Source: an optimization exercise on an open RTL-to-GDS flow (aim: small area). Production flows keep margins and buffers that such runs may drop.
The RTL was checked by simulation tests, not by an equivalence proof against the original design.
The clock port is modelled as an ideal driver, which makes a skipped or thinned clock tree look cheaper than it is; a real chip needs a root buffer or a tree.
Power and IR drop assume default switching activity.

==> run B: inputs <==
// i4004_dec
module i4004_dec (
    input  wire        clk,
    input  wire        rst,           
    input  wire [7:0]  prog_byte,     
    input  wire [3:0]  din,           
    input  wire        test,          
    output wire [11:0] fetch_addr,    
    output wire        opcode_next,   
    output reg         ev_valid,      
    output reg         ev_write,      
    output wire [2:0]  ev_kind,       
    output wire [2:0]  ev_bank,       
    output wire [7:0]  ev_data,       
    output reg  [3:0]  acc,
    output reg         cy,
    output wire        fault
);
export LEC_CHECK = 0
export CAP_MARGIN = 20
export CORE_MARGIN = 2
export CORE_UTILIZATION = 65
export CTS_BUF_LIST = sky130_fd_sc_hd__clkbuf_8
export SLEW_MARGIN = 20
create_clock -name core_clock -period 10.0 [get_ports {clk}]
standard.sh (not shown) runs the stock make flow with config.mk's settings and CLKGATE_MAP_FILE= SYNTH_SCRIPT=/design/flow/synth_recipe.tcl, a recipe that flattens the netlist after the stock synthesis.
==> flow/flow/run.sh <==
#!/bin/bash
# Own layout flow: the standard flow (standard.sh) with two changes:
#  * synthesis maps the logic with an area-oriented ABC script (abc_area.script,
#    used in place of ORFS's abc_speed.script); everything else in synthesis,
#    including the registers, is the standard synthesis;
#  * the port buffers that global placement inserts are sky130_fd_sc_hd__buf_1.
# Each step's full output goes to a log file in this folder (and ORFS's own
# logs under orfs/logs).
set -euo pipefail
W=$(pwd)
mkdir -p sdir
cp -r "$FLOW_HOME"/scripts/. sdir/
cp flow/abc_area.script sdir/abc_speed.script
SCRIPTS_DIR="$W/sdir" bash standard.sh synth > synth.log 2>&1
BUFFER_PORTS_ARGS="-buffer_cell sky130_fd_sc_hd__buf_1" bash standard.sh > layout.log 2>&1
==> flow/flow/abc_area.script <==
strash
dch -f
amap
==> inputs of run C, as changes to run B <==
==> flow/flow/run.sh (replaced) <==
#!/bin/bash
# Own layout flow: the standard flow (standard.sh) with three changes:
#  * synthesis maps the logic with an area-oriented ABC script (abc_area.script,
#    used in place of ORFS's abc_speed.script); everything else in synthesis,
#    including the registers, is the standard synthesis;
#  * the port buffers that global placement inserts are sky130_fd_sc_hd__buf_1;
#  * the clock tree is built by clock_tree.tcl (sourced before ORFS's CTS
#    step): the clock port drives one root clock buffer, which drives a few
#    clock buffers, each driving one balanced cluster of registers; the rest
#    of ORFS's CTS step (legalisation, timing repair) runs as usual.
# Each step's full output goes to a log file in this folder (and ORFS's own
# logs under orfs/logs).
set -euo pipefail
W=$(pwd)
mkdir -p sdir
cp -r "$FLOW_HOME"/scripts/. sdir/
cp flow/abc_area.script sdir/abc_speed.script
SCRIPTS_DIR="$W/sdir" bash standard.sh synth > synth.log 2>&1
export BUFFER_PORTS_ARGS="-buffer_cell sky130_fd_sc_hd__buf_1"
export PRE_CTS_TCL="$W/flow/clock_tree.tcl"
export CTS_M_N=6
export CTS_M_ROOT=sky130_fd_sc_hd__clkbuf_8
export CTS_M_BUF=sky130_fd_sc_hd__clkbuf_16
bash standard.sh > layout.log 2>&1
==> flow/flow/clock_tree.tcl (new file) <==
# Manual clock tree: the clock port drives CTS_M_N clock buffers; each drives
# the registers of one cluster (k-means on register positions). Replaces
# clock_tree_synthesis for this step.
set nbuf [expr {[info exists ::env(CTS_M_N)] ? $::env(CTS_M_N) : 4}]
set bufm [expr {[info exists ::env(CTS_M_BUF)] ? $::env(CTS_M_BUF) : "sky130_fd_sc_hd__clkbuf_16"}]
set db [ord::get_db]
set block [[$db getChip] getBlock]
set clknet [$block findNet clk]
set sinks {}
foreach it [$clknet getITerms] {
  set inst [$it getInst]
  set bb [$inst getBBox]
  lappend sinks [list $it [expr {([$bb xMin] + [$bb xMax]) / 2.0}] [expr {([$bb yMin] + [$bb yMax]) / 2.0}]]
}
set n [llength $sinks]
# initial centres: spread along sorted x then y
set cx {}; set cy {}
set sx [lsort -real -index 1 $sinks]
for {set k 0} {$k < $nbuf} {incr k} {
  set s [lindex $sx [expr {int(($k + 0.5) * $n / $nbuf)}]]
  lappend cx [lindex $s 1]; lappend cy [lindex $s 2]
}
# balanced k-means: assign each sink to the nearest centre with room
set cap [expr {int(ceil(double($n) / $nbuf))}]
for {set iter 0} {$iter < 30} {incr iter} {
  set pairs {}
  set i 0
  foreach s $sinks {
    for {set k 0} {$k < $nbuf} {incr k} {
      set d [expr {abs([lindex $s 1] - [lindex $cx $k]) + abs([lindex $s 2] - [lindex $cy $k])}]
      lappend pairs [list $d $i $k]
    }
    incr i
  }
  set pairs [lsort -real -index 0 $pairs]
  set assign [lrepeat $n -1]
  set cnt [lrepeat $nbuf 0]
  foreach p $pairs {
    lassign $p d i k
    if {[lindex $assign $i] >= 0} continue
    if {[lindex $cnt $k] >= $cap} continue
    lset assign $i $k
    lset cnt $k [expr {[lindex $cnt $k] + 1}]
  }
  set sumx [lrepeat $nbuf 0.0]; set sumy [lrepeat $nbuf 0.0]
  set i 0
  foreach s $sinks {
    set k [lindex $assign $i]
    lset sumx $k [expr {[lindex $sumx $k] + [lindex $s 1]}]
    lset sumy $k [expr {[lindex $sumy $k] + [lindex $s 2]}]
    incr i
  }
  for {set k 0} {$k < $nbuf} {incr k} {
    if {[lindex $cnt $k] > 0} {
      lset cx $k [expr {[lindex $sumx $k] / [lindex $cnt $k]}]
      lset cy $k [expr {[lindex $sumy $k] / [lindex $cnt $k]}]
    }
  }
}
set master [$db findMaster $bufm]
# optional root buffer between the clock port and the cluster buffers
set rootm [expr {[info exists ::env(CTS_M_ROOT)] ? $::env(CTS_M_ROOT) : ""}]
set srcnet $clknet
if {$rootm ne ""} {
  set sx 0.0; set sy 0.0
  for {set k 0} {$k < $nbuf} {incr k} { set sx [expr {$sx + [lindex $cx $k]}]; set sy [expr {$sy + [lindex $cy $k]}] }
  set rinst [odb::dbInst_create $block [$db findMaster $rootm] "clkbuf_m_root"]
  $rinst setLocation [expr {int($sx / $nbuf)}] [expr {int($sy / $nbuf)}]
  $rinst setPlacementStatus PLACED
  set srcnet [odb::dbNet_create $block "clknet_m_root"]
  $srcnet setSigType CLOCK
  [$rinst findITerm A] connect $clknet
  [$rinst findITerm X] connect $srcnet
}
for {set k 0} {$k < $nbuf} {incr k} {
  set inst [odb::dbInst_create $block $master "clkbuf_m_$k"]
  $inst setLocation [expr {int([lindex $cx $k])}] [expr {int([lindex $cy $k])}]
  $inst setPlacementStatus PLACED
  set net [odb::dbNet_create $block "clknet_m_$k"]
  $net setSigType CLOCK
  [$inst findITerm A] connect $srcnet
  [$inst findITerm X] connect $net
  set nets($k) $net
}
set i 0
foreach s $sinks {
  set it [lindex $s 0]
  $it disconnect
  $it connect $nets([lindex $assign $i])
  incr i
}
$clknet setSigType CLOCK
puts "manual clock tree: $nbuf x $bufm for $n sinks"
rename clock_tree_synthesis _orfs_clock_tree_synthesis
proc clock_tree_synthesis {args} {
  set_propagated_clock [all_clocks]
}
==> inputs of run F, as changes to run B <==
- CORE_UTILIZATION: 65 -> 40
==> results.txt <==
Cell area, highest first: run F, run B, run C.
Via count, lowest first: run F, run C, run B.
Area after synthesis is the same in run F and run C.
Sequential power is about the same in run B and run F.
In run B the clock-buffer cell count is higher than in run F, by 1.
The lowest cell count belongs to run C, the highest to run F.
In run C the design's own scripts or RTL, not TritonCTS, make the clock network.

## re-timing with driven ports
The flow's constraints put no driver on any port. The routed layouts listed below were extracted and timed again, unchanged, in two steps.
Step 1 assumes that a clkbuf_16 drives the clock port and a buf_2 every other input.
Step 2, shift: input delay + t, output delay - t, t = (earliest + latest rising clock arrival at the registers) / 2. This alone moves slack from input paths to output paths.
Slacks: ideal / step 1 / step 2; pairs: ideal / step 1.
| run | shift t [ns] | setup WS [ns] | latest minus earliest clock arrival (ns) |
|---|---|---|---|
| run B | 0.484 | 2.298 / 2.301 / 1.817 | 0.017 / 0.018 |
| run C | 0.455 | 2.244 / 2.254 / 1.799 | 0.011 / 0.011 |
| run F | 0.481 | 2.673 / 2.680 / 2.199 | 0.013 / 0.013 |
After both steps setup and hold are still met in every run listed. The setup slack of run B, which loses most, moves by +0.003 ns with the drivers and by -0.481 ns with both steps.
